What follows belongs to an exercise in optimizing a design on an open flow for small area, a short achievable clock period and few clock cycles per item; a production flow would make more cautious choices.
RTL that was checked went through simulation tests only; none was proved equivalent to the original.
For runs 2 and 3, only the layout was checked, not whether the RTL still works.
Power and IR drop assume default switching activity.

<file path="flow/run.sh">
#!/bin/bash
# synth_recipe.tcl (not shown) runs the flow's synth.tcl, then flattens the netlist and writes it again
# the make line also repeats each setting of config.mk as NAME=value (left out here)
make -C /OpenROAD-flow-scripts/flow DESIGN_CONFIG=/design/flow/config.mk WORK_HOME=/design/flow/orfs CLKGATE_MAP_FILE= SYNTH_SCRIPT=/design/flow/synth_recipe.tcl finish
</file>
<file path="flow/constraint.sdc">
create_clock -name core_clock -period 12.0 [get_ports {clk}]
set_input_delay 2.4000 -clock core_clock [delete_from_list [all_inputs] [get_ports {clk}]]
set_output_delay 2.4000 -clock core_clock [all_outputs]
set_load 0.01 [all_outputs]
</file>
<file path="flow/config.mk">
export PLATFORM = sky130hd
export DESIGN_NAME = phase_accumulator
export DESIGN_NICKNAME = phase_accumulator
export VERILOG_FILES = /design/flow/design.v
export SDC_FILE = /design/flow/constraint.sdc
export NUM_CORES = 4
export LEC_CHECK = 0
export CAP_MARGIN = 20
export CORE_MARGIN = 2
export CORE_UTILIZATION = 30
export PLACE_DENSITY = 0.5
export SETUP_SLACK_MARGIN = 5
export SLEW_MARGIN = 20
export SYNTH_MEMORY_MAX_BITS = 32768
</file>
<file path="flow/design.v">
module pa_wave_rom (
    input  wire [2:0] sel,
    input  wire [7:0] idx,
    output reg  [7:0] low,
    output reg  [2:0] d0,
    output reg  [2:0] d1,
    output reg  [1:0] dh
);
    wire       h     = idx[7];
    wire [6:0] j     = idx[6:0];
    wire       jz    = (j == 7'd0);
    wire [6:0] q_a   = (j[6] & |j[5:0]) ? (7'd64 - {1'b0, j[5:0]}) : j;
    wire [6:0] q_b   = (h & (jz | (&j))) ? 7'd64 : {1'b0, j[6] ? ~j[5:0] : j[5:0]};
    wire       q_inv = h & !jz;
    wire       q_neg = j[6] ^ h;
    wire       hump  = (idx[7:6] == 2'b00);
    wire [7:0] k     = idx - 8'd64;
    wire [6:0] h_a   = (idx[5] & |idx[4:0]) ? (7'd64 - {1'b0, idx[5:0]}) : {1'b0, idx[5:0]};
    wire [6:0] g_a   = (k > 8'd96) ? (8'd192 - k) : k;
    wire [6:0] h_b   = {2'b00, idx[5] ? ~idx[4:0] : idx[4:0]};
    wire [6:0] g_b   = (k >= 8'd96) ? (8'd191 - k) : k;
    wire       a_neg = hump ? idx[5] : (k >= 8'd96);
    reg  [2:0] tid;
    reg  [6:0] a_lo, a_dl;
    reg        inv, neg;
    always @(*) begin
        if (sel[2] & !sel[1]) begin             
            tid  = hump ? 3'd3 : 3'd4;
            a_lo = hump ? h_a : g_a;
            a_dl = hump ? h_b : g_b;
            inv  = sel[0];
            neg  = a_neg ^ sel[0];
        end else begin                          
            tid  = sel[2] ? 3'd2 : {2'b00, sel[0]};
            a_lo = q_a;
            a_dl = q_b;
            inv  = q_inv;
            neg  = q_neg;
        end
    end
    wire [7:0] t_low;
    wire [5:0] t_dlt;
    pa_wave_tabs u_tabs (.a_lo({tid, a_lo}), .a_dl({tid, a_dl}), .low(t_low), .dlt(t_dlt));
    wire [7:0] s_low = inv ? ~t_low : t_low;
    wire [5:0] s_dlt = t_dlt ^ {neg, 2'b00, neg, 2'b00};
    always @(*) begin
        dh = 2'b00;
        d1 = 3'b000;
        case (sel)
            3'd2: begin                           
                low = {8{~idx[7]}};
                d0  = (&idx[6:0]) ? {idx[7], 2'b01} : 3'b000;
                if (&idx[6:0]) dh = idx[7] ? 2'b01 : 2'b10;
            end
            3'd3: begin                           
                low = idx;
                d0  = 3'b001;
                if (&idx) dh = 2'b10;
            end
            default: begin
                low = s_low;
                d0  = s_dlt[2:0];
                d1  = s_dlt[5:3];
            end
        endcase
    end
endmodule
module pa_interp (
    input  wire [7:0]  low,
    input  wire [2:0]  d0,
    input  wire [2:0]  d1,
    input  wire [1:0]  dh,
    input  wire [15:0] frac,
    output wire [23:0] value
);
    wire [16:0] m0 = d0[1] ? {frac, 1'b0} : d0[0] ? {1'b0, frac} : 17'd0;
    wire [16:0] m1 = d1[1] ? {frac, 1'b0} : d1[0] ? {1'b0, frac} : 17'd0;
    wire [15:0] m2 = (dh[0] | dh[1]) ? frac : 16'd0;
    wire [23:0] r0 = {7'd0, m0} ^ {24{d0[2]}};
    wire [23:0] r1 = {{5'd0, m1} ^ {22{d1[2]}}, 2'b00};
    wire [23:0] r2 = {m2 ^ {16{dh[1]}}, 8'd0};
    assign value = {low, 16'd0} + r0 + r1 + r2 +
                   {15'd0, dh[1], 5'd0, d1[2], 1'b0, d0[2]};
endmodule
module pa_wave_tabs (
    input  wire [9:0] a_lo,
    input  wire [9:0] a_dl,
    output reg  [7:0] low,
    output reg  [5:0] dlt
);
    always @(*) begin
        case (a_lo)
            10'h000: low = 8'h80;
            10'h001: low = 8'h83;
            10'h002: low = 8'h86;
            10'h003: low = 8'h89;
            10'h004: low = 8'h8c;
            10'h005: low = 8'h8f;
            10'h006: low = 8'h92;
            10'h007: low = 8'h95;
            10'h008: low = 8'h98;
            10'h009: low = 8'h9b;
            10'h00a: low = 8'h9e;
            10'h00b: low = 8'ha2;
            10'h00c: low = 8'ha5;
            10'h00d: low = 8'ha7;
            10'h00e: low = 8'haa;
            10'h00f: low = 8'had;
            10'h010: low = 8'hb0;
            10'h011: low = 8'hb3;
            10'h012: low = 8'hb6;
            10'h013: low = 8'hb9;
            10'h014: low = 8'hbc;
            10'h015: low = 8'hbe;
            10'h016: low = 8'hc1;
            10'h017: low = 8'hc4;
            10'h018: low = 8'hc6;
            10'h019: low = 8'hc9;
            10'h01a: low = 8'hcb;
            10'h01b: low = 8'hce;
            10'h01c: low = 8'hd0;
            10'h01d: low = 8'hd3;
            10'h01e: low = 8'hd5;
            10'h01f: low = 8'hd7;
            10'h020: low = 8'hda;
            10'h021: low = 8'hdc;
            10'h022: low = 8'hde;
            10'h023: low = 8'he0;
            10'h024: low = 8'he2;
            10'h025: low = 8'he4;
            10'h026: low = 8'he6;
            10'h027: low = 8'he8;
            10'h028: low = 8'hea;
            10'h029: low = 8'heb;
            10'h02a: low = 8'hed;
            10'h02b: low = 8'hee;
            10'h02c: low = 8'hf0;
            10'h02d: low = 8'hf1;
            10'h02e: low = 8'hf3;
            10'h02f: low = 8'hf4;
            10'h030: low = 8'hf5;
            10'h031: low = 8'hf6;
            10'h032: low = 8'hf8;
            10'h033: low = 8'hf9;
            10'h034: low = 8'hfa;
            10'h035: low = 8'hfa;
            10'h036: low = 8'hfb;
            10'h037: low = 8'hfc;
            10'h038: low = 8'hfd;
            10'h039: low = 8'hfd;
            10'h03a: low = 8'hfe;
            10'h03b: low = 8'hfe;
            10'h03c: low = 8'hfe;
            10'h03d: low = 8'hff;
            10'h03e: low = 8'hff;
            10'h03f: low = 8'hff;
            10'h040: low = 8'hff;
            10'h080: low = 8'h80;
            10'h081: low = 8'h81;
            10'h082: low = 8'h83;
            10'h083: low = 8'h85;
            10'h084: low = 8'h87;
            10'h085: low = 8'h89;
            10'h086: low = 8'h8b;
            10'h087: low = 8'h8d;
            10'h088: low = 8'h8f;
            10'h089: low = 8'h91;
            10'h08a: low = 8'h93;
            10'h08b: low = 8'h95;
            10'h08c: low = 8'h97;
            10'h08d: low = 8'h99;
            10'h08e: low = 8'h9b;
            10'h08f: low = 8'h9d;
            10'h090: low = 8'h9f;
            10'h091: low = 8'ha1;
            10'h092: low = 8'ha3;
            10'h093: low = 8'ha5;
            10'h094: low = 8'ha7;
            10'h095: low = 8'ha9;
            10'h096: low = 8'hab;
            10'h097: low = 8'had;
            10'h098: low = 8'haf;
            10'h099: low = 8'hb1;
            10'h09a: low = 8'hb3;
            10'h09b: low = 8'hb5;
            10'h09c: low = 8'hb7;
            10'h09d: low = 8'hb9;
            10'h09e: low = 8'hbb;
            10'h09f: low = 8'hbd;
            10'h0a0: low = 8'hbf;
            10'h0a1: low = 8'hc1;
            10'h0a2: low = 8'hc3;
            10'h0a3: low = 8'hc5;
            10'h0a4: low = 8'hc7;
            10'h0a5: low = 8'hc9;
            10'h0a6: low = 8'hcb;
            10'h0a7: low = 8'hcd;
            10'h0a8: low = 8'hcf;
            10'h0a9: low = 8'hd1;
            10'h0aa: low = 8'hd3;
            10'h0ab: low = 8'hd5;
            10'h0ac: low = 8'hd7;
            10'h0ad: low = 8'hd9;
            10'h0ae: low = 8'hdb;
            10'h0af: low = 8'hdd;
            10'h0b0: low = 8'hdf;
            10'h0b1: low = 8'he1;
            10'h0b2: low = 8'he3;
            10'h0b3: low = 8'he5;
            10'h0b4: low = 8'he7;
            10'h0b5: low = 8'he9;
            10'h0b6: low = 8'heb;
            10'h0b7: low = 8'hed;
            10'h0b8: low = 8'hef;
            10'h0b9: low = 8'hf1;
            10'h0ba: low = 8'hf3;
            10'h0bb: low = 8'hf5;
            10'h0bc: low = 8'hf7;
            10'h0bd: low = 8'hf9;
            10'h0be: low = 8'hfb;
            10'h0bf: low = 8'hfd;
            10'h0c0: low = 8'hff;
            10'h100: low = 8'h80;
            10'h101: low = 8'h87;
            10'h102: low = 8'h8f;
            10'h103: low = 8'h96;
            10'h104: low = 8'h9e;
            10'h105: low = 8'ha5;
            10'h106: low = 8'hac;
            10'h107: low = 8'hb4;
            10'h108: low = 8'hba;
            10'h109: low = 8'hc1;
            10'h10a: low = 8'hc7;
            10'h10b: low = 8'hce;
            10'h10c: low = 8'hd3;
            10'h10d: low = 8'hd9;
            10'h10e: low = 8'hde;
            10'h10f: low = 8'he3;
            10'h110: low = 8'he7;
            10'h111: low = 8'hec;
            10'h112: low = 8'hef;
            10'h113: low = 8'hf3;
            10'h114: low = 8'hf6;
            10'h115: low = 8'hf8;
            10'h116: low = 8'hfa;
            10'h117: low = 8'hfc;
            10'h118: low = 8'hfd;
            10'h119: low = 8'hfe;
            10'h11a: low = 8'hff;
            10'h11b: low = 8'hff;
            10'h11c: low = 8'hff;
            10'h11d: low = 8'hfe;
            10'h11e: low = 8'hfd;
            10'h11f: low = 8'hfc;
            10'h120: low = 8'hfa;
            10'h121: low = 8'hf8;
            10'h122: low = 8'hf6;
            10'h123: low = 8'hf3;
            10'h124: low = 8'hf1;
            10'h125: low = 8'hee;
            10'h126: low = 8'heb;
            10'h127: low = 8'he7;
            10'h128: low = 8'he4;
            10'h129: low = 8'he0;
            10'h12a: low = 8'hdc;
            10'h12b: low = 8'hd8;
            10'h12c: low = 8'hd5;
            10'h12d: low = 8'hd1;
            10'h12e: low = 8'hcd;
            10'h12f: low = 8'hc9;
            10'h130: low = 8'hc5;
            10'h131: low = 8'hc1;
            10'h132: low = 8'hbe;
            10'h133: low = 8'hba;
            10'h134: low = 8'hb7;
            10'h135: low = 8'hb4;
            10'h136: low = 8'hb1;
            10'h137: low = 8'hae;
            10'h138: low = 8'hac;
            10'h139: low = 8'haa;
            10'h13a: low = 8'ha8;
            10'h13b: low = 8'ha6;
            10'h13c: low = 8'ha5;
            10'h13d: low = 8'ha4;
            10'h13e: low = 8'ha3;
            10'h13f: low = 8'ha2;
            10'h140: low = 8'ha2;
            10'h180: low = 8'h80;
            10'h181: low = 8'h86;
            10'h182: low = 8'h8c;
            10'h183: low = 8'h92;
            10'h184: low = 8'h98;
            10'h185: low = 8'h9e;
            10'h186: low = 8'ha5;
            10'h187: low = 8'haa;
            10'h188: low = 8'hb0;
            10'h189: low = 8'hb6;
            10'h18a: low = 8'hbc;
            10'h18b: low = 8'hc1;
            10'h18c: low = 8'hc6;
            10'h18d: low = 8'hcb;
            10'h18e: low = 8'hd0;
            10'h18f: low = 8'hd5;
            10'h190: low = 8'hda;
            10'h191: low = 8'hde;
            10'h192: low = 8'he2;
            10'h193: low = 8'he6;
            10'h194: low = 8'hea;
            10'h195: low = 8'hed;
            10'h196: low = 8'hf0;
            10'h197: low = 8'hf3;
            10'h198: low = 8'hf5;
            10'h199: low = 8'hf8;
            10'h19a: low = 8'hfa;
            10'h19b: low = 8'hfb;
            10'h19c: low = 8'hfd;
            10'h19d: low = 8'hfe;
            10'h19e: low = 8'hfe;
            10'h19f: low = 8'hff;
            10'h1a0: low = 8'hff;
            10'h200: low = 8'h80;
            10'h201: low = 8'h7d;
            10'h202: low = 8'h7b;
            10'h203: low = 8'h79;
            10'h204: low = 8'h77;
            10'h205: low = 8'h75;
            10'h206: low = 8'h73;
            10'h207: low = 8'h71;
            10'h208: low = 8'h6f;
            10'h209: low = 8'h6d;
            10'h20a: low = 8'h6b;
            10'h20b: low = 8'h69;
            10'h20c: low = 8'h67;
            10'h20d: low = 8'h65;
            10'h20e: low = 8'h63;
            10'h20f: low = 8'h61;
            10'h210: low = 8'h5f;
            10'h211: low = 8'h5c;
            10'h212: low = 8'h5a;
            10'h213: low = 8'h58;
            10'h214: low = 8'h57;
            10'h215: low = 8'h55;
            10'h216: low = 8'h53;
            10'h217: low = 8'h51;
            10'h218: low = 8'h4f;
            10'h219: low = 8'h4d;
            10'h21a: low = 8'h4b;
            10'h21b: low = 8'h49;
            10'h21c: low = 8'h47;
            10'h21d: low = 8'h45;
            10'h21e: low = 8'h43;
            10'h21f: low = 8'h42;
            10'h220: low = 8'h40;
            10'h221: low = 8'h3e;
            10'h222: low = 8'h3c;
            10'h223: low = 8'h3a;
            10'h224: low = 8'h39;
            10'h225: low = 8'h37;
            10'h226: low = 8'h35;
            10'h227: low = 8'h34;
            10'h228: low = 8'h32;
            10'h229: low = 8'h30;
            10'h22a: low = 8'h2f;
            10'h22b: low = 8'h2d;
            10'h22c: low = 8'h2b;
            10'h22d: low = 8'h2a;
            10'h22e: low = 8'h28;
            10'h22f: low = 8'h27;
            10'h230: low = 8'h25;
            10'h231: low = 8'h24;
            10'h232: low = 8'h22;
            10'h233: low = 8'h21;
            10'h234: low = 8'h20;
            10'h235: low = 8'h1e;
            10'h236: low = 8'h1d;
            10'h237: low = 8'h1c;
            10'h238: low = 8'h1a;
            10'h239: low = 8'h19;
            10'h23a: low = 8'h18;
            10'h23b: low = 8'h17;
            10'h23c: low = 8'h15;
            10'h23d: low = 8'h14;
            10'h23e: low = 8'h13;
            10'h23f: low = 8'h12;
            10'h240: low = 8'h11;
            10'h241: low = 8'h10;
            10'h242: low = 8'h0f;
            10'h243: low = 8'h0e;
            10'h244: low = 8'h0d;
            10'h245: low = 8'h0c;
            10'h246: low = 8'h0b;
            10'h247: low = 8'h0b;
            10'h248: low = 8'h0a;
            10'h249: low = 8'h09;
            10'h24a: low = 8'h08;
            10'h24b: low = 8'h07;
            10'h24c: low = 8'h07;
            10'h24d: low = 8'h06;
            10'h24e: low = 8'h05;
            10'h24f: low = 8'h05;
            10'h250: low = 8'h04;
            10'h251: low = 8'h04;
            10'h252: low = 8'h03;
            10'h253: low = 8'h03;
            10'h254: low = 8'h02;
            10'h255: low = 8'h02;
            10'h256: low = 8'h02;
            10'h257: low = 8'h01;
            10'h258: low = 8'h01;
            10'h259: low = 8'h01;
            10'h25a: low = 8'h01;
            10'h25b: low = 8'h00;
            10'h25c: low = 8'h00;
            10'h25d: low = 8'h00;
            10'h25e: low = 8'h00;
            10'h25f: low = 8'h00;
            10'h260: low = 8'h00;
            default: low = 8'h00;
        endcase
    end
    always @(*) begin
        case (a_dl)
            10'h000: dlt = 6'o15;
            10'h001: dlt = 6'o15;
            10'h002: dlt = 6'o15;
            10'h003: dlt = 6'o15;
            10'h004: dlt = 6'o15;
            10'h005: dlt = 6'o15;
            10'h006: dlt = 6'o15;
            10'h007: dlt = 6'o15;
            10'h008: dlt = 6'o15;
            10'h009: dlt = 6'o15;
            10'h00a: dlt = 6'o10;
            10'h00b: dlt = 6'o15;
            10'h00c: dlt = 6'o16;
            10'h00d: dlt = 6'o15;
            10'h00e: dlt = 6'o15;
            10'h00f: dlt = 6'o15;
            10'h010: dlt = 6'o15;
            10'h011: dlt = 6'o15;
            10'h012: dlt = 6'o15;
            10'h013: dlt = 6'o15;
            10'h014: dlt = 6'o16;
            10'h015: dlt = 6'o15;
            10'h016: dlt = 6'o15;
            10'h017: dlt = 6'o16;
            10'h018: dlt = 6'o15;
            10'h019: dlt = 6'o16;
            10'h01a: dlt = 6'o15;
            10'h01b: dlt = 6'o16;
            10'h01c: dlt = 6'o15;
            10'h01d: dlt = 6'o16;
            10'h01e: dlt = 6'o16;
            10'h01f: dlt = 6'o15;
            10'h020: dlt = 6'o16;
            10'h021: dlt = 6'o16;
            10'h022: dlt = 6'o16;
            10'h023: dlt = 6'o16;
            10'h024: dlt = 6'o16;
            10'h025: dlt = 6'o16;
            10'h026: dlt = 6'o16;
            10'h027: dlt = 6'o16;
            10'h028: dlt = 6'o01;
            10'h029: dlt = 6'o16;
            10'h02a: dlt = 6'o01;
            10'h02b: dlt = 6'o16;
            10'h02c: dlt = 6'o01;
            10'h02d: dlt = 6'o16;
            10'h02e: dlt = 6'o01;
            10'h02f: dlt = 6'o01;
            10'h030: dlt = 6'o01;
            10'h031: dlt = 6'o16;
            10'h032: dlt = 6'o01;
            10'h033: dlt = 6'o01;
            10'h034: dlt = 6'o00;
            10'h035: dlt = 6'o01;
            10'h036: dlt = 6'o01;
            10'h037: dlt = 6'o01;
            10'h038: dlt = 6'o00;
            10'h039: dlt = 6'o01;
            10'h03a: dlt = 6'o00;
            10'h03b: dlt = 6'o00;
            10'h03c: dlt = 6'o01;
            10'h03d: dlt = 6'o00;
            10'h03e: dlt = 6'o00;
            10'h03f: dlt = 6'o00;
            10'h040: dlt = 6'o10;
            10'h080: dlt = 6'o01;
            10'h081: dlt = 6'o16;
            10'h082: dlt = 6'o16;
            10'h083: dlt = 6'o16;
            10'h084: dlt = 6'o16;
            10'h085: dlt = 6'o16;
            10'h086: dlt = 6'o16;
            10'h087: dlt = 6'o16;
            10'h088: dlt = 6'o16;
            10'h089: dlt = 6'o16;
            10'h08a: dlt = 6'o16;
            10'h08b: dlt = 6'o16;
            10'h08c: dlt = 6'o16;
            10'h08d: dlt = 6'o16;
            10'h08e: dlt = 6'o16;
            10'h08f: dlt = 6'o16;
            10'h090: dlt = 6'o16;
            10'h091: dlt = 6'o16;
            10'h092: dlt = 6'o16;
            10'h093: dlt = 6'o16;
            10'h094: dlt = 6'o16;
            10'h095: dlt = 6'o16;
            10'h096: dlt = 6'o16;
            10'h097: dlt = 6'o16;
            10'h098: dlt = 6'o16;
            10'h099: dlt = 6'o16;
            10'h09a: dlt = 6'o16;
            10'h09b: dlt = 6'o16;
            10'h09c: dlt = 6'o16;
            10'h09d: dlt = 6'o16;
            10'h09e: dlt = 6'o16;
            10'h09f: dlt = 6'o16;
            10'h0a0: dlt = 6'o16;
            10'h0a1: dlt = 6'o16;
            10'h0a2: dlt = 6'o16;
            10'h0a3: dlt = 6'o16;
            10'h0a4: dlt = 6'o16;
            10'h0a5: dlt = 6'o16;
            10'h0a6: dlt = 6'o16;
            10'h0a7: dlt = 6'o16;
            10'h0a8: dlt = 6'o16;
            10'h0a9: dlt = 6'o16;
            10'h0aa: dlt = 6'o16;
            10'h0ab: dlt = 6'o16;
            10'h0ac: dlt = 6'o16;
            10'h0ad: dlt = 6'o16;
            10'h0ae: dlt = 6'o16;
            10'h0af: dlt = 6'o16;
            10'h0b0: dlt = 6'o16;
            10'h0b1: dlt = 6'o16;
            10'h0b2: dlt = 6'o16;
            10'h0b3: dlt = 6'o16;
            10'h0b4: dlt = 6'o16;
            10'h0b5: dlt = 6'o16;
            10'h0b6: dlt = 6'o16;
            10'h0b7: dlt = 6'o16;
            10'h0b8: dlt = 6'o16;
            10'h0b9: dlt = 6'o16;
            10'h0ba: dlt = 6'o16;
            10'h0bb: dlt = 6'o16;
            10'h0bc: dlt = 6'o16;
            10'h0bd: dlt = 6'o16;
            10'h0be: dlt = 6'o16;
            10'h0bf: dlt = 6'o16;
            10'h0c0: dlt = 6'o16;
            10'h100: dlt = 6'o25;
            10'h101: dlt = 6'o20;
            10'h102: dlt = 6'o25;
            10'h103: dlt = 6'o20;
            10'h104: dlt = 6'o25;
            10'h105: dlt = 6'o25;
            10'h106: dlt = 6'o20;
            10'h107: dlt = 6'o26;
            10'h108: dlt = 6'o25;
            10'h109: dlt = 6'o26;
            10'h10a: dlt = 6'o25;
            10'h10b: dlt = 6'o11;
            10'h10c: dlt = 6'o26;
            10'h10d: dlt = 6'o11;
            10'h10e: dlt = 6'o11;
            10'h10f: dlt = 6'o10;
            10'h110: dlt = 6'o11;
            10'h111: dlt = 6'o15;
            10'h112: dlt = 6'o10;
            10'h113: dlt = 6'o15;
            10'h114: dlt = 6'o16;
            10'h115: dlt = 6'o16;
            10'h116: dlt = 6'o16;
            10'h117: dlt = 6'o01;
            10'h118: dlt = 6'o01;
            10'h119: dlt = 6'o01;
            10'h11a: dlt = 6'o00;
            10'h11b: dlt = 6'o00;
            10'h11c: dlt = 6'o05;
            10'h11d: dlt = 6'o05;
            10'h11e: dlt = 6'o05;
            10'h11f: dlt = 6'o06;
            10'h120: dlt = 6'o06;
            10'h121: dlt = 6'o06;
            10'h122: dlt = 6'o51;
            10'h123: dlt = 6'o06;
            10'h124: dlt = 6'o51;
            10'h125: dlt = 6'o51;
            10'h126: dlt = 6'o50;
            10'h127: dlt = 6'o51;
            10'h128: dlt = 6'o50;
            10'h129: dlt = 6'o50;
            10'h12a: dlt = 6'o50;
            10'h12b: dlt = 6'o51;
            10'h12c: dlt = 6'o50;
            10'h12d: dlt = 6'o50;
            10'h12e: dlt = 6'o50;
            10'h12f: dlt = 6'o50;
            10'h130: dlt = 6'o50;
            10'h131: dlt = 6'o51;
            10'h132: dlt = 6'o50;
            10'h133: dlt = 6'o51;
            10'h134: dlt = 6'o51;
            10'h135: dlt = 6'o51;
            10'h136: dlt = 6'o51;
            10'h137: dlt = 6'o06;
            10'h138: dlt = 6'o06;
            10'h139: dlt = 6'o06;
            10'h13a: dlt = 6'o06;
            10'h13b: dlt = 6'o05;
            10'h13c: dlt = 6'o05;
            10'h13d: dlt = 6'o05;
            10'h13e: dlt = 6'o05;
            10'h13f: dlt = 6'o00;
            10'h140: dlt = 6'o20;
            10'h180: dlt = 6'o26;
            10'h181: dlt = 6'o26;
            10'h182: dlt = 6'o26;
            10'h183: dlt = 6'o26;
            10'h184: dlt = 6'o26;
            10'h185: dlt = 6'o25;
            10'h186: dlt = 6'o11;
            10'h187: dlt = 6'o26;
            10'h188: dlt = 6'o26;
            10'h189: dlt = 6'o26;
            10'h18a: dlt = 6'o11;
            10'h18b: dlt = 6'o11;
            10'h18c: dlt = 6'o11;
            10'h18d: dlt = 6'o11;
            10'h18e: dlt = 6'o11;
            10'h18f: dlt = 6'o11;
            10'h190: dlt = 6'o10;
            10'h191: dlt = 6'o10;
            10'h192: dlt = 6'o10;
            10'h193: dlt = 6'o10;
            10'h194: dlt = 6'o15;
            10'h195: dlt = 6'o15;
            10'h196: dlt = 6'o15;
            10'h197: dlt = 6'o16;
            10'h198: dlt = 6'o15;
            10'h199: dlt = 6'o16;
            10'h19a: dlt = 6'o01;
            10'h19b: dlt = 6'o16;
            10'h19c: dlt = 6'o01;
            10'h19d: dlt = 6'o00;
            10'h19e: dlt = 6'o01;
            10'h19f: dlt = 6'o00;
            10'h200: dlt = 6'o51;
            10'h201: dlt = 6'o06;
            10'h202: dlt = 6'o06;
            10'h203: dlt = 6'o06;
            10'h204: dlt = 6'o06;
            10'h205: dlt = 6'o06;
            10'h206: dlt = 6'o06;
            10'h207: dlt = 6'o06;
            10'h208: dlt = 6'o06;
            10'h209: dlt = 6'o06;
            10'h20a: dlt = 6'o06;
            10'h20b: dlt = 6'o06;
            10'h20c: dlt = 6'o06;
            10'h20d: dlt = 6'o06;
            10'h20e: dlt = 6'o06;
            10'h20f: dlt = 6'o06;
            10'h210: dlt = 6'o51;
            10'h211: dlt = 6'o06;
            10'h212: dlt = 6'o06;
            10'h213: dlt = 6'o05;
            10'h214: dlt = 6'o06;
            10'h215: dlt = 6'o06;
            10'h216: dlt = 6'o06;
            10'h217: dlt = 6'o06;
            10'h218: dlt = 6'o06;
            10'h219: dlt = 6'o06;
            10'h21a: dlt = 6'o06;
            10'h21b: dlt = 6'o06;
            10'h21c: dlt = 6'o06;
            10'h21d: dlt = 6'o06;
            10'h21e: dlt = 6'o05;
            10'h21f: dlt = 6'o06;
            10'h220: dlt = 6'o06;
            10'h221: dlt = 6'o06;
            10'h222: dlt = 6'o06;
            10'h223: dlt = 6'o05;
            10'h224: dlt = 6'o06;
            10'h225: dlt = 6'o06;
            10'h226: dlt = 6'o05;
            10'h227: dlt = 6'o06;
            10'h228: dlt = 6'o06;
            10'h229: dlt = 6'o05;
            10'h22a: dlt = 6'o06;
            10'h22b: dlt = 6'o06;
            10'h22c: dlt = 6'o05;
            10'h22d: dlt = 6'o06;
            10'h22e: dlt = 6'o05;
            10'h22f: dlt = 6'o06;
            10'h230: dlt = 6'o05;
            10'h231: dlt = 6'o06;
            10'h232: dlt = 6'o05;
            10'h233: dlt = 6'o05;
            10'h234: dlt = 6'o06;
            10'h235: dlt = 6'o05;
            10'h236: dlt = 6'o05;
            10'h237: dlt = 6'o06;
            10'h238: dlt = 6'o05;
            10'h239: dlt = 6'o05;
            10'h23a: dlt = 6'o05;
            10'h23b: dlt = 6'o06;
            10'h23c: dlt = 6'o05;
            10'h23d: dlt = 6'o05;
            10'h23e: dlt = 6'o05;
            10'h23f: dlt = 6'o05;
            10'h240: dlt = 6'o05;
            10'h241: dlt = 6'o05;
            10'h242: dlt = 6'o05;
            10'h243: dlt = 6'o05;
            10'h244: dlt = 6'o05;
            10'h245: dlt = 6'o05;
            10'h246: dlt = 6'o00;
            10'h247: dlt = 6'o05;
            10'h248: dlt = 6'o05;
            10'h249: dlt = 6'o05;
            10'h24a: dlt = 6'o05;
            10'h24b: dlt = 6'o00;
            10'h24c: dlt = 6'o05;
            10'h24d: dlt = 6'o05;
            10'h24e: dlt = 6'o00;
            10'h24f: dlt = 6'o05;
            10'h250: dlt = 6'o00;
            10'h251: dlt = 6'o05;
            10'h252: dlt = 6'o00;
            10'h253: dlt = 6'o05;
            10'h254: dlt = 6'o00;
            10'h255: dlt = 6'o00;
            10'h256: dlt = 6'o05;
            10'h257: dlt = 6'o00;
            10'h258: dlt = 6'o00;
            10'h259: dlt = 6'o00;
            10'h25a: dlt = 6'o05;
            10'h25b: dlt = 6'o00;
            10'h25c: dlt = 6'o00;
            10'h25d: dlt = 6'o00;
            10'h25e: dlt = 6'o00;
            10'h25f: dlt = 6'o00;
            default: dlt = 6'o00;
        endcase
    end
endmodule
module pa_fconv #(
    parameter integer KP = 2,           
    parameter integer KF = 6            
) (
    input  wire        clk,
    input  wire        rst,
    input  wire        start,      
    input  wire        is_period,  
    input  wire        is_set,     
    input  wire [31:0] arg,        
    output wire        last,       
    output reg         fin,        
    output reg         fin_set,    
    output wire [23:0] result      
);
    localparam integer KM = (KF > KP) ? KF : KP;
    localparam integer NQ = 24 + KM - 1;          
    localparam [46:0] B = 47'd72057594037927;
    reg          it;         
    reg          per;        
    reg  [4:0]   cyc;        
    reg          sp;         
    reg          sp_max;     
    reg  [23:0]  den;        
    reg  [23:0]  rem;
    reg [NQ-1:0] nq;         
    wire        f_sign = arg[31];
    wire [7:0]  f_exp  = arg[30:23];
    wire [23:0] f_m    = {1'b1, arg[22:0]};
    wire        f_nan  = (&f_exp) && (|arg[22:0]);
    reg         s_sp, s_max;
    reg  [4:0]  s_n;         
    always @(*) begin
        if (!is_period) begin
            s_sp  = f_nan | f_sign | (f_exp >= 8'd136) | (f_exp <= 8'd111);
            s_max = !f_nan & !f_sign & (f_exp >= 8'd136);
            s_n   = {~f_exp[4], f_exp[3:0]};      
        end else begin
            s_sp  = f_nan | f_sign | (f_exp >= 8'd142) | (f_exp <= 8'd117);
            s_max = !f_nan & (f_sign | (f_exp <= 8'd117));
            s_n   = 5'd13 - f_exp[4:0];           
        end
    end
    reg  [4:0] s_cyc;
    reg  [2:0] s_pad;
    integer n;
    always @(*) begin
        s_cyc = 5'd0;
        s_pad = 3'd0;
        for (n = 0; n < 24; n = n + 1)
            if (s_n == n) begin
                if (is_period) begin
                    s_cyc = n / KP + 1;
                    s_pad = (KP - 1) - (n % KP);
                end else begin
                    s_cyc = n / KF + 1;
                    s_pad = (KF - 1) - (n % KF);
                end
            end
    end
    reg  [23:0] keep;
    integer j;
    always @(*)
        for (j = 0; j < 24; j = j + 1)
            keep[j] = (j >= 23 - s_n);
    wire [46:0] x_f = {17'd0, f_m[23:18], f_m[17:0], 6'd0};    
    wire [46:0] x_p = B;
    wire [46:0] x   = (is_period ? x_p : x_f) & {23'h7fffff, keep};
    wire [46:0] x_s = x >> s_pad;
    wire [NQ+22:0] x_q = {x, {(KM-1){1'b0}}} >> s_pad;
    assign last = it & (cyc == 5'd1);
    reg  [23:0]   pr [0:KP];
    reg [NQ-1:0]  pq [0:KP];
    reg  [25:0]   pt;
    reg  [6:0]    fr [0:KF];
    reg [NQ-1:0]  fq [0:KF];
    reg  [7:0]    ft;
    integer i;
    always @(*) begin
        pr[0] = rem;
        pq[0] = nq;
        for (i = 0; i < KP; i = i + 1) begin
            pt = {1'b0, pr[i], pq[i][NQ-1]} - {2'b00, den};
            pr[i+1] = pt[25] ? {pr[i][22:0], pq[i][NQ-1]} : pt[23:0];
            pq[i+1] = {pq[i][NQ-2:0], !pt[25]};
        end
        fr[0] = rem[6:0];
        fq[0] = nq;
        for (i = 0; i < KF; i = i + 1) begin
            ft = {fr[i], fq[i][NQ-1]};
            fr[i+1] = (ft >= 8'd125) ? (ft - 8'd125) : ft[6:0];
            fq[i+1] = {fq[i][NQ-2:0], ft >= 8'd125};
        end
    end
    always @(posedge clk) begin
        if (rst) begin
            it  <= 1'b0;
            fin <= 1'b0;
        end else begin
            fin <= 1'b0;
            if (start) begin
                sp      <= s_sp;
                sp_max  <= s_max;
                fin_set <= is_set;
                per     <= is_period;
                cyc     <= s_sp ? 5'd1 : s_cyc;
                it      <= 1'b1;
                den     <= f_m;
                rem     <= x_s[46:24];
                nq      <= x_q[NQ-1:0];
            end else if (it) begin
                rem <= per ? pr[KP] : {17'd0, fr[KF]};
                nq  <= per ? pq[KP] : fq[KF];
                cyc <= cyc - 5'd1;
                if (cyc == 5'd1) begin
                    it  <= 1'b0;
                    fin <= 1'b1;
                end
            end
        end
    end
    wire [23:0] q = nq[23:0];
    assign result = sp ? (sp_max ? 24'h800000 : 24'd1) :
                    (q[23] & |q[22:0]) ? 24'h800000 :
                    (q == 24'd0) ? 24'd1 : q;
endmodule
module phase_accumulator #(
    parameter integer CONV_KP = 2,    
    parameter integer CONV_KF = 6     
) (
    input  wire        clk,
    input  wire        rst,           
    input  wire        tick_valid,
    output wire        tick_ready,
    input  wire        cmd_valid,
    output wire        cmd_ready,
    input  wire [7:0]  cmd_op,
    input  wire [31:0] cmd_arg,
    output reg         rsp_valid,
    output reg         rsp_err,
    output reg  [31:0] rsp_data
);
    localparam [3:0] K_ZERO  = 4'd0;
    localparam [3:0] K_VALUE = 4'd1;
    localparam [3:0] K_CNT   = 4'd2;
    localparam [3:0] K_INC   = 4'd3;
    localparam [3:0] K_HALF  = 4'd4;
    localparam [3:0] K_ERR   = 4'd5;
    localparam [3:0] K_MINF  = 4'd8;    
    localparam [3:0] K_MAXF  = 4'd9;
    localparam [3:0] K_MINP  = 4'd10;
    localparam [3:0] K_MAXP  = 4'd11;
    reg [23:0] cnt;
    reg [23:0] inc;
    reg [2:0]  sel;
    reg        crdy;
    reg        trdy;
    assign cmd_ready  = crdy;
    assign tick_ready = trdy;
    wire cfire = cmd_valid & crdy;
    wire tfire = tick_valid & trdy;
    reg       d_set_inc, d_set_cnt, d_tick, d_rst_ph, d_set_wave, d_conv;
    reg [3:0] d_kind;
    always @(*) begin
        d_set_inc = 1'b0; d_set_cnt = 1'b0; d_tick = 1'b0; d_rst_ph = 1'b0;
        d_set_wave = 1'b0; d_conv = 1'b0;
        d_kind = K_ZERO;
        case (cmd_op)
            8'h01: d_set_inc  = 1'b1;
            8'h02: d_kind     = K_INC;
            8'h03: d_set_cnt  = 1'b1;
            8'h04: d_kind     = K_CNT;
            8'h05: d_tick     = 1'b1;
            8'h06: d_rst_ph   = 1'b1;
            8'h07: d_kind     = K_HALF;
            8'h10: d_kind     = K_VALUE;
            8'h11: d_set_wave = 1'b1;
            8'h20, 8'h21, 8'h22, 8'h23: d_conv = 1'b1;
            8'h24: d_kind     = K_MINF;
            8'h25: d_kind     = K_MAXF;
            8'h26: d_kind     = K_MINP;
            8'h27: d_kind     = K_MAXP;
            default: d_kind   = K_ERR;
        endcase
    end
    wire        cv_last, cv_fin, cv_fin_set;
    wire [23:0] cv_result;
    pa_fconv #(.KP(CONV_KP), .KF(CONV_KF)) u_fconv (
        .clk       (clk),
        .rst       (rst),
        .start     (cfire & d_conv),
        .is_period (cmd_op[0]),
        .is_set    (cmd_op[1]),
        .arg       (cmd_arg),
        .last      (cv_last),
        .fin       (cv_fin),
        .fin_set   (cv_fin_set),
        .result    (cv_result)
    );
    wire        cv_wr   = cv_fin & cv_fin_set;
    wire [23:0] inc_eff = cv_wr ? cv_result : inc;
    wire [23:0] sum1 = cnt + inc_eff;
    wire [23:0] sum2 = cnt + {inc_eff[22:0], 1'b0};
    wire        c_tick = cfire & d_tick;
    always @(posedge clk) begin
        if (rst) begin
            cnt  <= 24'd0;
            inc  <= 24'd0;
            sel  <= 3'd0;
            crdy <= 1'b1;
            trdy <= 1'b1;
        end else begin
            if (cfire & d_set_cnt)
                cnt <= cmd_arg[23:0];
            else if (cfire & d_rst_ph)
                cnt <= 24'd0;
            else if (tfire & c_tick)
                cnt <= sum2;
            else if (tfire | c_tick)
                cnt <= sum1;
            if (cfire & d_set_inc)
                inc <= cmd_arg[23:0];
            else if (cv_wr)
                inc <= cv_result;
            if (cfire & d_set_wave)
                sel <= (cmd_arg <= 32'd6) ? cmd_arg[2:0] : 3'd0;
            if (cfire & d_conv) begin
                crdy <= 1'b0;
                trdy <= !cmd_op[1];
            end else if (cv_last) begin
                crdy <= 1'b1;
                trdy <= 1'b1;
            end
        end
    end
    reg        r0_v;
    reg [3:0]  r0_k;
    reg        p1_v;
    reg        p1_val;
    reg        p1_err;
    reg [31:0] p1_d;
    wire [7:0]  w_low;
    wire [2:0]  w_d0, w_d1;
    wire [1:0]  w_dh;
    pa_wave_rom u_rom (.sel(sel), .idx(cnt[23:16]), .low(w_low),
                       .d0(w_d0), .d1(w_d1), .dh(w_dh));
    reg [31:0] rd;
    always @(*) begin
        case (r0_k)
            K_VALUE: rd = {w_low, w_d0, w_d1, w_dh, cnt[15:0]};
            K_CNT:   rd = {8'd0, cnt};
            K_INC:   rd = {8'd0, inc};
            K_HALF:  rd = {31'd0, (cnt > 24'h800000)};
            K_MINF:  rd = 32'h387A0000;
            K_MAXF:  rd = 32'h43FA0000;
            K_MINP:  rd = 32'h3B03126F;
            K_MAXP:  rd = 32'h4683126F;
            default: rd = 32'd0;
        endcase
    end
    wire [23:0] value;
    pa_interp u_interp (.low(p1_d[31:24]), .d0(p1_d[23:21]), .d1(p1_d[20:18]),
                        .dh(p1_d[17:16]), .frac(p1_d[15:0]), .value(value));
    always @(posedge clk) begin
        if (rst) begin
            r0_v      <= 1'b0;
            p1_v      <= 1'b0;
            rsp_valid <= 1'b0;
        end else begin
            r0_v      <= cfire & !d_conv;
            p1_v      <= r0_v;
            rsp_valid <= p1_v | cv_fin;
        end
        r0_k   <= d_kind;
        p1_val <= (r0_k == K_VALUE);
        p1_err <= (r0_k == K_ERR);
        p1_d   <= rd;
        if (cv_fin) begin
            rsp_err  <= 1'b0;
            rsp_data <= cv_fin_set ? 32'd0 : {8'd0, cv_result};
        end else begin
            rsp_err  <= p1_err;
            rsp_data <= p1_val ? {8'd0, value} : p1_d;
        end
    end
endmodule
</file>
==> flow_metrics.env, run 1 <==
export IMPL_start_kind="register"
export IMPL_fin_hold_ws_ns=0.4354
export IMPL_drv_cap=0
export IMPL_grt_max_degree=61
export IMPL_max_stage_delay_ns=0.58
export IMPL_setup_tns_ns=0
export IMPL_synth_top_cell_area_share_pct=11.02
export IMPL_wl_per_cell_um=20.86
export IMPL_avgSynthCellArea_um2=7.565
export IMPL_ys_async_sr_fraction_pct=0
export IMPL_antenna_found_initial=5
export IMPL_synth_cell_types=100
export IMPL_io_pins=80
export IMPL_dominantRegCellSynth="dfxtp_1"
export IMPL_nets=3357
export IMPL_clock_path_buffers=3
export IMPL_slew_violations=0
export IMPL_p_sw_share_pct=33.58
export IMPL_min_delay_path_class="reg2reg"
export IMPL_setup_viol=0
export IMPL_peakVddDrop_v=0.0001103
export IMPL_power_density_mw_per_mm2=88.28
export IMPL_numPortBuffers=79
export IMPL_post_route_period_util_pct=55.91
export IMPL_slew_headroom_pct=30.07
export IMPL_ant_nets=0
export IMPL_syn_cell_area_mm2=0.02344
export IMPL_clockRootBuffer="clkbuf_16"
export IMPL_drcViolationCount=0
export IMPL_status="finished clean"
export IMPL_hold_violations=0
export IMPL_p_comb_share_pct=25.9
export IMPL_critPathArrivalTime_ns=7.05
export IMPL_core_area_mm2=0.07747
export IMPL_drive_above_1_share_pct=8.291
export IMPL_p_leak_nw=10.72
export IMPL_place_congestion=0.9048
export IMPL_grtUsageTotal_pct=20.65
export IMPL_die_w_um=283.6
export IMPL_crit_path_max_fanout=8
export IMPL_drt_iter0_markers=1836
export IMPL_viasPerCell=5.617
export IMPL_htreeDepth=1
export IMPL_synth_seq_cells=214
export IMPL_synth_edff_count=85
export IMPL_routed_wl_mm=86.87
export IMPL_start_util_pct=30.26
export IMPL_p_int_w=0.001579
export IMPL_die_h_um=283.6
export IMPL_fmax_ghz=0.1491
export IMPL_critPathKind="reg2reg"
export IMPL_holdBufCountCts=0
export IMPL_synthCells=3099
export IMPL_dr_pass1_iters=6
export IMPL_synth_top_area_cell="dfxtp_1"
export IMPL_grt_pass1_vias=21910
export IMPL_endpoint_kind="register"
export IMPL_yosysWarnings=8
export IMPL_path_clk_slew_ns=0.06
export IMPL_cp_slowest_cell="edfxtp_1"
export IMPL_grt_overflow_total=0
export IMPL_ys_top_cells_by_area="dfxtp_1 11%, edfxtp_1 11%, ha_1 9.9%"
export IMPL_design_die_area_mm2=0.08040
export IMPL_finClkSkew_ns=0.01845
export IMPL_p_switching_w=0.0007982
export IMPL_dp_hpwl_mm=63.73
export IMPL_grt_pass1_wl_mm=133.0
export IMPL_seq_area_frac_synth_pct=21.90
export IMPL_vias=23400
export IMPL_fill_cells=8217
export IMPL_cp_data_required_time_ns=12.34
export IMPL_cts_tree="yes"
export IMPL_crit_family="compound AO/OA/AOI/OAI gates"
export IMPL_clk_latency_ns=0.59
export IMPL_cts_buffers=29
export IMPL_synth_nets=3355
export IMPL_pwr_share_seq_pct=33.1
export IMPL_rows=102
export IMPL_period_needed_ns=6.709
export IMPL_p_clk_share_pct=41.0
export IMPL_crit_path_frequent_cell="inv_1"
export IMPL_rsz0062_at_grt="false"
export IMPL_worstMarginPinSlew_ns=1.040
export IMPL_crit_buf_inv=4
export IMPL_area_growth_pct=14.86
export IMPL_cts_sinks=214
cell type report:
type | instances | area [µm²] | share of cell area (%)
Antenna cell | 1 | 2.502 | 0.009292
Clock buffer | 33 | 772.0 | 2.867
Clock inverter | 21 | 296.5 | 1.101
Inverter | 113 | 427.9 | 1.589
Multi-Input combinational cell | 2584 | 17550 | 65.17
Sequential cell | 214 | 5136 | 19.07
Tap cell | 1040 | 1301 | 4.832
Timing Repair Buffer | 159 | 1444 | 5.362
through the flow:
step | std cells | util, % | cell area, µm² | worst slack, ns | total power, W
final | 4165 | 34.76 | 26930 | 5.291 | 0.002377
after detailed placement | 4082 | 32.64 | 25280 | 4.074 | 0.001401
after global routing | 4164 | 34.76 | 26930 | 4.952 | 0.002482
after floorplan | 3099 | - | 23450 | 5.028 | 0.001213
after CTS | 4145 | 34.31 | 26580 | 4.965 | 0.002387
after global placement | 4082 | 32.64 | 25280 | 4.156 | 0.001405
state kept, by name (all words and copies together) (netlist names), 3 cells and up:
register / count
inc: 24
u_fconv.nq: 29
rsp_data: 32
u_fconv.cyc: 5
r0_k: 4
sel: 3
p1_d: 32
u_fconv.den: 23
u_fconv.rem: 24
cnt: 24
per-layer routing:
layer	global-route usage [%]	routed length, µm	vias up
met1	27.93	39120	11190
li1	-	-	11390
met4	5.225	2277	2
met2	35.17	40910	697
met3	1.937	4545	124
met5	0	13	-
power groups by stage:
stage	clock [W]	combinational, W	sequential, W
6_report	0.000975	0.000616	0.000787
5_1_grt	0.00102	0.000675	0.000788
4_1_cts	0.000998	0.000603	0.000786
3_5_place_dp	0	0.000599	0.000802
3_3_place_gp	0	0.000603	0.000802
2_1_floorplan	0	0.000422	0.000791
final timing paths:
check,startpoint,end,slack (ns),cells past startpoint
setup / recovery,u_fconv.rem[4],u_fconv.rem[5],5.29,26
hold / removal,r0_v,p1_v,0.44,1
setup reg to reg,u_fconv.rem[4],u_fconv.rem[5],5.29,26
hold reg to reg,r0_v,p1_v,0.44,1
cell usage after synthesis (12+ instances only):
master and count:
clkbuf_1 163, o21a_1 20, ha_1 186, a22oi_1 53, o21bai_1 22, o31ai_1 25
buf_1 22, a31oi_1 40, nand2_1 365, nor2_1 295, or3_1 17, a311oi_1 15
nor4_1 24, a211oi_1 44, or2_2 18, fa_1 26, nand3_1 84, and3_1 22
nor2b_1 33, dfxtp_1 129, a21o_1 38, xor2_1 43, nand2b_1 22, nor3_1 85
o22ai_1 31, o221ai_1 15, and2_1 23, mux2_2 25, a221oi_1 21, o211ai_1 14
nand4_1 12, inv_1 107, edfxtp_1 85, a21oi_1 249, xnor2_1 130, mux2i_1 121
o21ai_0 285
cell families (layout without fill, tap and decap cells):
group | Yosys count | in the layout | share of synthesized area (%)
buffers and inverters | 301 | 326 | 4.835
adder cells (fa/ha/maj) | 212 | 212 | 12.15
AND/OR/NAND/NOR | 1040 | 1040 | 20.23
other | 0 | 1 | 0
AO/OA/AOI/OAI | 1009 | 1009 | 27.76
flip-flops | 214 | 214 | 21.90
multiplexers | 150 | 150 | 6.666
XOR/XNOR | 173 | 173 | 6.463
what timing repair did:
action / in CTS / in global routing
pin swaps: 6 / 17
cloned: 1 / 1
setup buffers: 8 / 18
gates resized for setup: 28 / 33
endpoints found under the setup margin: 25 / 31
layout by cell type, fill, tap and decap left out, types with 15 or more instances in the layout:
cell type,count
a211oi_1,41
a21o_1,38
a21oi_1,246
a221oi_1,21
a22oi_1,53
a31oi_1,39
and2_1,23
and3_1,21
buf_4,76
clkbuf_16,31
clkdlybuf4s50_1,77
dfxtp_1,128
edfxtp_1,85
fa_1,26
ha_1,183
inv_1,105
mux2_2,25
mux2i_1,120
nand2_1,364
nand2b_1,21
nand3_1,84
nor2_1,290
nor2b_1,32
nor3_1,81
nor4_1,21
o21a_1,20
o21ai_0,279
o21bai_1,22
o221ai_1,15
o22ai_1,31
o31ai_1,24
or2_2,18
or3_1,17
xnor2_1,123
xor2_1,43
Testbench counts, summed over its fixed seeds: cycles 35,512, cmds 24,000.
==> inputs of run 2 (changes only) <==
--- a/flow/design.v
+++ b/flow/design.v
@@ -778,67 +778,77 @@
     wire [23:0] f_m    = {1'b1, arg[22:0]};
     wire        f_nan  = (&f_exp) && (|arg[22:0]);
     reg         s_sp, s_max;
-    reg  [4:0]  s_n;         
+    reg  [4:0]  s_cyc;
+    reg  [2:0]  s_pad;
+    reg  [23:0] keep;        
+    integer j, n;
     always @(*) begin
+        s_cyc = 5'd0;
+        s_pad = 3'd0;
         if (!is_period) begin
             s_sp  = f_nan | f_sign | (f_exp >= 8'd136) | (f_exp <= 8'd111);
             s_max = !f_nan & !f_sign & (f_exp >= 8'd136);
-            s_n   = {~f_exp[4], f_exp[3:0]};      
+            for (n = 0; n < 24; n = n + 1)
+                if (f_exp[4:0] == ((112 + n) % 32)) begin
+                    s_cyc = n / KF + 1;
+                    s_pad = (KF - 1) - (n % KF);
+                end
+            for (j = 0; j < 24; j = j + 1)
+                keep[j] = (f_exp >= 135 - j);
         end else begin
             s_sp  = f_nan | f_sign | (f_exp >= 8'd142) | (f_exp <= 8'd117);
             s_max = !f_nan & (f_sign | (f_exp <= 8'd117));
-            s_n   = 5'd13 - f_exp[4:0];           
-        end
-    end
-    reg  [4:0] s_cyc;
-    reg  [2:0] s_pad;
-    integer n;
-    always @(*) begin
-        s_cyc = 5'd0;
-        s_pad = 3'd0;
-        for (n = 0; n < 24; n = n + 1)
-            if (s_n == n) begin
-                if (is_period) begin
+            for (n = 0; n < 24; n = n + 1)
+                if (f_exp[4:0] == ((141 - n) % 32)) begin
                     s_cyc = n / KP + 1;
                     s_pad = (KP - 1) - (n % KP);
-                end else begin
-                    s_cyc = n / KF + 1;
-                    s_pad = (KF - 1) - (n % KF);
                 end
-            end
+            for (j = 0; j < 24; j = j + 1)
+                keep[j] = (f_exp <= 118 + j);
+        end
     end
-    reg  [23:0] keep;
-    integer j;
-    always @(*)
-        for (j = 0; j < 24; j = j + 1)
-            keep[j] = (j >= 23 - s_n);
     wire [46:0] x_f = {17'd0, f_m[23:18], f_m[17:0], 6'd0};    
     wire [46:0] x_p = B;
     wire [46:0] x   = (is_period ? x_p : x_f) & {23'h7fffff, keep};
     wire [46:0] x_s = x >> s_pad;
     wire [NQ+22:0] x_q = {x, {(KM-1){1'b0}}} >> s_pad;
     assign last = it & (cyc == 5'd1);
-    reg  [23:0]   pr [0:KP];
-    reg [NQ-1:0]  pq [0:KP];
-    reg  [25:0]   pt;
-    reg  [6:0]    fr [0:KF];
-    reg [NQ-1:0]  fq [0:KF];
-    reg  [7:0]    ft;
+    localparam integer KP2 = KP / 2;
+    wire [25:0]   d1 = {2'b00, den};
+    wire [25:0]   d2 = {1'b0, den, 1'b0};
+    reg  [23:0]   pr [0:KP2];
+    reg [NQ-1:0]  pq [0:KP2];
+    reg  [25:0]   py;
+    reg  [26:0]   p1, p2, p3;
     integer i;
     always @(*) begin
         pr[0] = rem;
         pq[0] = nq;
-        for (i = 0; i < KP; i = i + 1) begin
-            pt = {1'b0, pr[i], pq[i][NQ-1]} - {2'b00, den};
-            pr[i+1] = pt[25] ? {pr[i][22:0], pq[i][NQ-1]} : pt[23:0];
-            pq[i+1] = {pq[i][NQ-2:0], !pt[25]};
+        for (i = 0; i < KP2; i = i + 1) begin
+            py = {pr[i], pq[i][NQ-1:NQ-2]};
+            p1 = {1'b0, py} - {1'b0, d1};
+            p2 = {1'b0, py} - {1'b0, d2};
+            p3 = {1'b0, py} - {1'b0, d1} - {1'b0, d2};
+            if (!p3[26])      begin pr[i+1] = p3[23:0]; pq[i+1] = {pq[i][NQ-3:0], 2'd3}; end
+            else if (!p2[26]) begin pr[i+1] = p2[23:0]; pq[i+1] = {pq[i][NQ-3:0], 2'd2}; end
+            else if (!p1[26]) begin pr[i+1] = p1[23:0]; pq[i+1] = {pq[i][NQ-3:0], 2'd1}; end
+            else              begin pr[i+1] = py[23:0]; pq[i+1] = {pq[i][NQ-3:0], 2'd0}; end
         end
+    end
+    localparam integer KF2 = KF / 2;
+    reg  [6:0]    fr [0:KF2];
+    reg [NQ-1:0]  fq [0:KF2];
+    reg  [8:0]    fy;
+    integer f;
+    always @(*) begin
         fr[0] = rem[6:0];
         fq[0] = nq;
-        for (i = 0; i < KF; i = i + 1) begin
-            ft = {fr[i], fq[i][NQ-1]};
-            fr[i+1] = (ft >= 8'd125) ? (ft - 8'd125) : ft[6:0];
-            fq[i+1] = {fq[i][NQ-2:0], ft >= 8'd125};
+        for (f = 0; f < KF2; f = f + 1) begin
+            fy = {fr[f], fq[f][NQ-1:NQ-2]};
+            if (fy >= 9'd375)      begin fr[f+1] = fy - 9'd375; fq[f+1] = {fq[f][NQ-3:0], 2'd3}; end
+            else if (fy >= 9'd250) begin fr[f+1] = fy - 9'd250; fq[f+1] = {fq[f][NQ-3:0], 2'd2}; end
+            else if (fy >= 9'd125) begin fr[f+1] = fy - 9'd125; fq[f+1] = {fq[f][NQ-3:0], 2'd1}; end
+            else                   begin fr[f+1] = fy[6:0];     fq[f+1] = {fq[f][NQ-3:0], 2'd0}; end
         end
     end
     always @(posedge clk) begin
@@ -858,8 +868,8 @@
                 rem     <= x_s[46:24];
                 nq      <= x_q[NQ-1:0];
             end else if (it) begin
-                rem <= per ? pr[KP] : {17'd0, fr[KF]};
-                nq  <= per ? pq[KP] : fq[KF];
+                rem <= per ? pr[KP2] : {17'd0, fr[KF2]};
+                nq  <= per ? pq[KP2] : fq[KF2];
                 cyc <= cyc - 5'd1;
                 if (cyc == 5'd1) begin
                     it  <= 1'b0;
@@ -875,7 +885,7 @@
 endmodule
 module phase_accumulator #(
     parameter integer CONV_KP = 2,    
-    parameter integer CONV_KF = 6     
+    parameter integer CONV_KF = 4     
 ) (
     input  wire        clk,
     input  wire        rst,           
==> run 2 against run 1 <==
Global-route usage up 1.9 points; still clean; combinational power down 1%; power down 3.9%; largest cell class unchanged; clock power down 7.6%; first-iteration DRC count up 38%; core utilization down 1.1 points; register-to-register slack better by 0.33 ns; hold slack better by 0.0058 ns; area after synthesis up 5.2%.
==> flow_metrics.env, run 2 <==
export IMPL_peakVddDrop_v=0.0001058
export IMPL_path_cells="ha_1 > and4_1 > a221oi_1 > o21ai_0 > a31o_2 > a21o_1 > a21oi_1 > or4b_2 > nand4_1 > ha_1 > a21oi_1 > o31ai_1 > a31oi_1 > a31oi_2 > a221o_1 > a31oi_1 > o21ai_1 > o21ai_1 > nand3_1 > o221a_2 > a22o_1"
export IMPL_layout_commonest_cell="nand2_1"
export IMPL_period_needed_ns=6.376
export IMPL_critPathKind="reg2reg"
export IMPL_slew_headroom_pct=26.16
export IMPL_synth_edff_count=83
export IMPL_drcViolationCount=0
export IMPL_htreeDepth=1
export IMPL_clk_latency_ns=0.58
export IMPL_setup_viol=0
export IMPL_grt_max_degree=57
export IMPL_viasPerCell=5.881
export IMPL_dr_pass1_iters=6
export IMPL_timing_rr_start="u_fconv.rem[5]"
export IMPL_path_clk_slew_ns=0.07
export IMPL_numPortBuffers=79
export IMPL_synth_top_cell_area_share_pct=10.55
export IMPL_rr_worst_depth=21
export IMPL_wl_per_cell_um=23.10
export IMPL_setup_tns_ns=0
export IMPL_crit_path_max_fanout=12
export IMPL_syn_cell_area_mm2=0.02467
export IMPL_rsz0062_at_grt="false"
export IMPL_routed_wl_mm=99.03
export IMPL_min_delay_path_class="reg2reg"
export IMPL_p_total_w=0.002284
export IMPL_worstMarginPinSlew_ns=1.099
export IMPL_core_area_mm2=0.08172
export IMPL_drive_above_1_share_pct=6.685
export IMPL_fin_ws_ns=5.624
export IMPL_clock_path_buffers=3
export IMPL_critPathArrivalTime_ns=6.71
export IMPL_min_delay_start="r0_v"
export IMPL_crit_buf_inv=0
export IMPL_cts_buffers=25
export IMPL_max_stage_delay_ns=0.62
export IMPL_seq_area_frac_synth_pct=20.57
export IMPL_rows=105
export IMPL_nets=3476
export IMPL_antenna_found_initial=5
export IMPL_cp_slowest_cell="edfxtp_1"
export IMPL_endpoint_kind="register"
export IMPL_status="finished clean"
export IMPL_synth_cell_types=115
export IMPL_whs_path_depth=1
export IMPL_grtUsageTotal_pct=22.54
export IMPL_power_density_mw_per_mm2=83.12
export IMPL_p_leak_nw=10.78
export IMPL_cts_sinks=212
export IMPL_holdBufCountCts=0
export IMPL_start_kind="register"
export IMPL_grt_overflow_total=0
export IMPL_drt_iter0_markers=2526
export IMPL_clockRootBuffer="clkbuf_16"
export IMPL_r2r_slack_ns=5.62
export IMPL_slew_violations=0
export IMPL_ys_async_sr_fraction_pct=0
export IMPL_synth_seq_cells=212
export IMPL_start_util_pct=30.19
export IMPL_layout_common_cells="366 x nand2_1, 291 x a21oi_1, 256 x o21ai_0"
export IMPL_dp_hpwl_mm=72.54
export IMPL_synthCells=3228
export IMPL_avgSynthCellArea_um2=7.644
export IMPL_io_pins=80
export IMPL_cts_tree="yes"
export IMPL_top_regs="p1_d (32), rsp_data (32), u_fconv.nq (27)"
export IMPL_r2r_end="u_fconv.rem[15]"
export IMPL_ant_nets=0
export IMPL_area_growth_pct=11.36
export IMPL_cp_data_required_time_ns=12.34
export IMPL_drv_cap=0
export IMPL_hold_violations=0
export IMPL_min_to="p1_v"
export IMPL_dominantRegCellSynth="dfxtp_1"
export IMPL_grt_pass1_wl_mm=150.7
export IMPL_yosys_cell_count_top_type="nand2_1"
export IMPL_vias=25210
export IMPL_synth_top_area_cell="ha_1"
export IMPL_finClkSkew_ns=0.01421
export IMPL_die_w_um=290.8
export IMPL_pre_cts_ws_ns=5.481
export IMPL_yosys_top_cells_count="366 x nand2_1, 292 x a21oi_1, 256 x o21ai_0"
export IMPL_synth_nets=3507
export IMPL_fmax_ghz=0.1568
export IMPL_yosysWarnings=8
export IMPL_place_congestion=0.9368
export IMPL_grt_pass1_vias=24270
export IMPL_crit_family="compound AO/OA/AOI/OAI gates"
export IMPL_design_die_area_mm2=0.08456
export IMPL_post_route_period_util_pct=53.14
export IMPL_ys_top_cells_by_area="ha_1 11%, dfxtp_1 10%, edfxtp_1 10%"
export IMPL_die_h_um=290.8
-- run 2: cell count changes after synthesis, moves of 17 or more --
| cell | delta |
|---|---|
| a21o_1 | +34 |
| a21oi_1 | +43 |
| buf_2 | +29 |
| clkbuf_1 | -17 |
| ha_1 | +22 |
| mux2i_1 | -45 |
| nor2_1 | -53 |
| o211ai_1 | +32 |
| o21ai_0 | -29 |
| o21ai_1 | +17 |
-- run 2: kinds of logic (layout without fill, tap and decap cells) --
logic type      after synthesis  after routing  synth area share (%)
compound gates             1167           1167                 31.07
xor+xnor                    183            183                 6.633
fa+ha+maj                   235            235                 12.74
buf+inv                     319            306                 5.254
flops                       212            212                 20.57
mux                         101            101                 4.422
other cells                   0              1                     0
simple gates               1011           1012                 19.32
-- run 2: worst max-delay path by stage --
stage                               from         endpoint  cells past startpoint
after floorplan                cmd_op[3]   u_fconv.cyc[0]                      6
after global placement    u_fconv.nq[25]   u_fconv.rem[1]                     23
after detailed placement  u_fconv.nq[25]   u_fconv.rem[1]                     23
after CTS                 u_fconv.nq[25]   u_fconv.rem[1]                     23
after global routing      u_fconv.nq[25]   u_fconv.rem[0]                     23
final                     u_fconv.rem[5]  u_fconv.rem[15]                     21
-- run 2: layout make-up --
class | instances | area, µm²
inverters | 114 | 427.9
fillers | 8795 | 54240
diodes | 1 | 2.502
clock buffers | 34 | 732.0
flip-flops and latches | 212 | 5076
multi-input cells | 2698 | 18380
clock inverters | 12 | 211.5
repair buffers | 146 | 1309
well taps | 1070 | 1339
-- run 2: through the flow --
stage | cell area [µm²] | instances | hold slack, ns | util (%)
floorplan | 24670 | 3228 | 0.4114 | -
CTS | 27410 | 4283 | 0.4451 | 33.54
global placement | 26470 | 4237 | 0.4278 | 32.39
global route | 27470 | 4286 | 0.4614 | 33.62
finish | 27480 | 4287 | 0.4412 | 33.62
detailed placement | 26470 | 4237 | 0.4303 | 32.39
-- run 2: power by group --
| group | total (W) | internal [W] | switching, W |
|---|---|---|---|
| Sequential | 0.000775 | 0.000757 | 0.0000182 |
| Clock | 0.000901 | 0.000539 | 0.000361 |
| Combinational | 0.000608 | 0.000213 | 0.000395 |
| Total | 0.00228 | 0.00151 | 0.000775 |
-- run 2: repair_timing --
item	4_1_cts	5_1_grt
endpoints found under the setup margin	0	23
setup buffers	0	2
resized for setup	0	3
-- run 2: layer usage --
| layer | wire (µm) | global-route usage [%] | part of all wire [%] |
|---|---|---|---|
| met4 | 3030 | 7.115 | 3.1 |
| met5 | 41 | 0 | 0.041 |
| met3 | 6195 | 2.302 | 6.3 |
| met2 | 46210 | 37.83 | 47 |
| met1 | 43550 | 30.30 | 44 |
==> inputs of run 3 (changes only) <==
--- a/flow/design.v
+++ b/flow/design.v
@@ -885,7 +885,7 @@
 endmodule
 module phase_accumulator #(
     parameter integer CONV_KP = 2,    
-    parameter integer CONV_KF = 4     
+    parameter integer CONV_KF = 6     
 ) (
     input  wire        clk,
     input  wire        rst,           
==> run 3 against run 2 <==
Still clean on timing, DRC and antenna; clock power decreased by 0.8%; critical path depth up 5; setup slack lost 0.21 ns; combinational power decreased by 7.2%; core utilization shrank 0.082 points; first-iteration DRC count fell by 4.4%; sequential share of layout area rose by 0.29 points.
==> flow_metrics.env, run 3 <==
export IMPL_timing_rr_start="u_fconv.nq[28]"
export IMPL_min_delay_start="r0_v"
export IMPL_post_route_period_util_pct=54.87
export IMPL_slew_violations=0
export IMPL_synthSimpleGateAreaFrac_pct=19.09
export IMPL_status="finished clean"
export IMPL_ant_nets=0
export IMPL_avgSynthCellArea_um2=7.604
export IMPL_holdBufCountCts=0
export IMPL_power_density_mw_per_mm2=81.98
export IMPL_grtUsageTotal_pct=20.79
export IMPL_synth_compound_area_share_pct=28.93
export IMPL_grt_max_degree=61
export IMPL_rsz0062_at_grt="false"
export IMPL_io_pins=80
export IMPL_cp_data_required_time_ns=12.38
export IMPL_critPathKind="reg2reg"
export IMPL_r2r_slack_ns=5.42
export IMPL_fin_hold_ws_ns=0.4490
export IMPL_cp_slowest_cell="edfxtp_1"
export IMPL_drt_iter0_markers=2414
export IMPL_drv_cap=0
export IMPL_crit_path_frequent_cell="a21o_1"
export IMPL_place_area_mm2=0.02637
export IMPL_fmax_ghz=0.1519
export IMPL_viasPerCell=5.723
export IMPL_post_synth_fa_ha_maj_area_fraction_pct=13.03
export IMPL_max_stage_delay_ns=0.60
export IMPL_grt_overflow_total=0
export IMPL_wl_per_cell_um=21.20
export IMPL_core_area_mm2=0.08158
export IMPL_routed_wl_mm=90.86
export IMPL_yosys_top_cells_count="365 x nand2_1, 293 x a21oi_1, 291 x nor2_1"
export IMPL_r2r_end="u_fconv.rem[4]"
export IMPL_layout_commonest_cell="nand2_1"
export IMPL_period_needed_ns=6.584
export IMPL_place_congestion=0.9247
export IMPL_nets=3477
export IMPL_start_util_pct=30.16
export IMPL_synth_top_family_by_area="compound AO/OA/AOI/OAI gates"
export IMPL_seq_area_frac_synth_pct=20.87
export IMPL_path_clk_slew_ns=0.07
export IMPL_p_leak_nw=11.18
export IMPL_synth_area_mux_share_pct=6.041
export IMPL_critPathArrivalTime_ns=6.96
export IMPL_yosys_cell_count_top_type="nand2_1"
export IMPL_min_delay_path_class="reg2reg"
export IMPL_drive_above_1_share_pct=6.065
export IMPL_ys_async_sr_fraction_pct=0
export IMPL_cts_tree="yes"
export IMPL_vias=24530
export IMPL_synth_seq_cells=214
export IMPL_setup_viol=0
export IMPL_synth_nets=3520
export IMPL_slew_headroom_pct=28.99
export IMPL_whs_path_depth=1
export IMPL_num_antenna_cells=0
export IMPL_numPortBuffers=79
export IMPL_grt_pass1_vias=23190
export IMPL_synthXorXnorAreaFrac_pct=6.783
export IMPL_clk_latency_ns=0.62
export IMPL_synthCells=3236
export IMPL_cts_buffers=28
export IMPL_min_to="p1_v"
export IMPL_design_die_area_mm2=0.08433
export IMPL_peakVddDrop_v=0.0001128
export IMPL_grt_pass1_wl_mm=140.0
export IMPL_cts_sinks=214
export IMPL_synth_top_cell_area_share_pct=10.83
export IMPL_dp_hpwl_mm=68.07
export IMPL_endpoint_kind="register"
export IMPL_setup_tns_ns=0
export IMPL_fin_area_mm2=0.02737
export IMPL_syn_cell_area_mm2=0.02461
export IMPL_area_growth_pct=11.21
export IMPL_antenna_found_initial=4
export IMPL_die_w_um=290.4
export IMPL_drcViolationCount=0
export IMPL_synth_edff_count=85
export IMPL_crit_path_max_fanout=37
export IMPL_synth_cell_types=106
export IMPL_fill_cells=8671
export IMPL_start_kind="register"
export IMPL_ys_top_cells_by_area="ha_1 11%, dfxtp_1 10%, edfxtp_1 10%"
export IMPL_htreeDepth=1
export IMPL_worstMarginPinSlew_ns=1.063
export IMPL_clock_path_buffers=3
export IMPL_synth_top_area_cell="ha_1"
export IMPL_yosysWarnings=8
export IMPL_rr_worst_depth=26
export IMPL_clockRootBuffer="clkbuf_16"
export IMPL_hold_violations=0
export IMPL_rows=105
export IMPL_dominantRegCellSynth="dfxtp_1"
export IMPL_dr_pass1_iters=5
export IMPL_finClkSkew_ns=0.05620
export IMPL_die_h_um=290.4
export IMPL_layout_common_cells="365 x nand2_1, 293 x a21oi_1, 287 x nor2_1"
export IMPL_top_regs="p1_d (32), rsp_data (32), u_fconv.nq (29)"
==> run 3: where the power goes <==
group | total, W | switching (W) | internal (W) | leakage [nW]
clock network | 0.000894 | 0.000374 | 0.000520 | 0.481
registers | 0.000786 | 0.0000219 | 0.000764 | 1.82
logic | 0.000564 | 0.000363 | 0.000201 | 8.88
total | 0.00224 | 0.000758 | 0.00149 | 11.2
==> run 3: critical path, delay by kind of cell (launching register included) <==
kind	cells	cell delay [ns]
AO/OA/AOI/OAI	19	4.08
XOR/XNOR	1	0.17
AND/OR/NAND/NOR	1	0.14
adder cells (fa/ha/maj)	2	0.70
buffers and inverters	3	0.64
flip-flops	1	0.60
==> run 3: logic make-up (layout without fill, tap and decap cells) <==
logic type,count (synthesis),after routing
AOI/OAI and AO/OA,1093,1093
buffers and inverters,334,313
adders and majority gates,240,240
and+or+nand+nor,1025,1025
DFF,214,214
xor gates and xnor gates,188,188
muxes,142,142
==> run 3: worst max-delay path by stage <==
stage                    from        endpoint  slack (ns)  cells past startpoint
6_report       u_fconv.nq[28]  u_fconv.rem[4]        5.42                     26
5_1_grt        u_fconv.nq[27]  u_fconv.rem[4]        5.00                     27
4_1_cts        u_fconv.nq[27]  u_fconv.rem[4]        5.24                     27
3_5_place_dp   u_fconv.nq[27]  u_fconv.rem[4]        5.28                     27
3_3_place_gp   u_fconv.nq[27]  u_fconv.rem[4]        5.45                     26
2_1_floorplan       cmd_op[3]  u_fconv.cyc[0]        5.29                      8
==> run 3: what timing repair did <==
item / in CTS / in global routing
setup buffers: 0 / 2
endpoints found under the setup margin: 0 / 8
gates resized for setup: 0 / 3
==> run 3: area by class of cell <==
cell class | instances | area, µm² | area share [%]
Multi-Input combinational cell | 2688 | 18260 | 66.71
Clock inverter | 13 | 157.7 | 0.5761
Clock buffer | 39 | 813.3 | 2.972
Timing Repair Buffer | 130 | 1172 | 4.284
Inverter | 131 | 491.7 | 1.797
Sequential cell | 214 | 5135 | 18.76
Tap cell | 1070 | 1339 | 4.892
==> run 3: metal layers <==
metal | global-route usage, % | vias to the layer above | part of all wire (%) | routed length (µm)
li1 | - | 11800 | - | -
met1 | 28.99 | 11720 | 46 | 41720
met2 | 33.84 | 847 | 45 | 41020
met3 | 2.340 | 155 | 6.1 | 5583
met4 | 5.678 | 0 | 2.8 | 2543
met5 | 0 | - | 0 | 0
==> run 3: metrics by stage <==
step | utilization (%) | power, W | std cells | setup slack, ns
6_report | 33.54 | 0.002243 | 4285 | 5.416
2_1_floorplan | - | 0.001178 | 3236 | 5.289
3_5_place_dp | 32.32 | 0.001351 | 4231 | 5.281
5_1_grt | 33.54 | 0.002338 | 4285 | 5.003
3_3_place_gp | 32.32 | 0.001357 | 4231 | 5.453
4_1_cts | 33.51 | 0.002246 | 4283 | 5.242

Setup slack of run 3, layout unchanged: 5.416 ns with ideal ports, 5.416 ns with driving cells assumed (clock clkbuf_16, inputs buf_2), 5.416 ns with port delays also shifted by the 0.657 ns mid clock arrival.
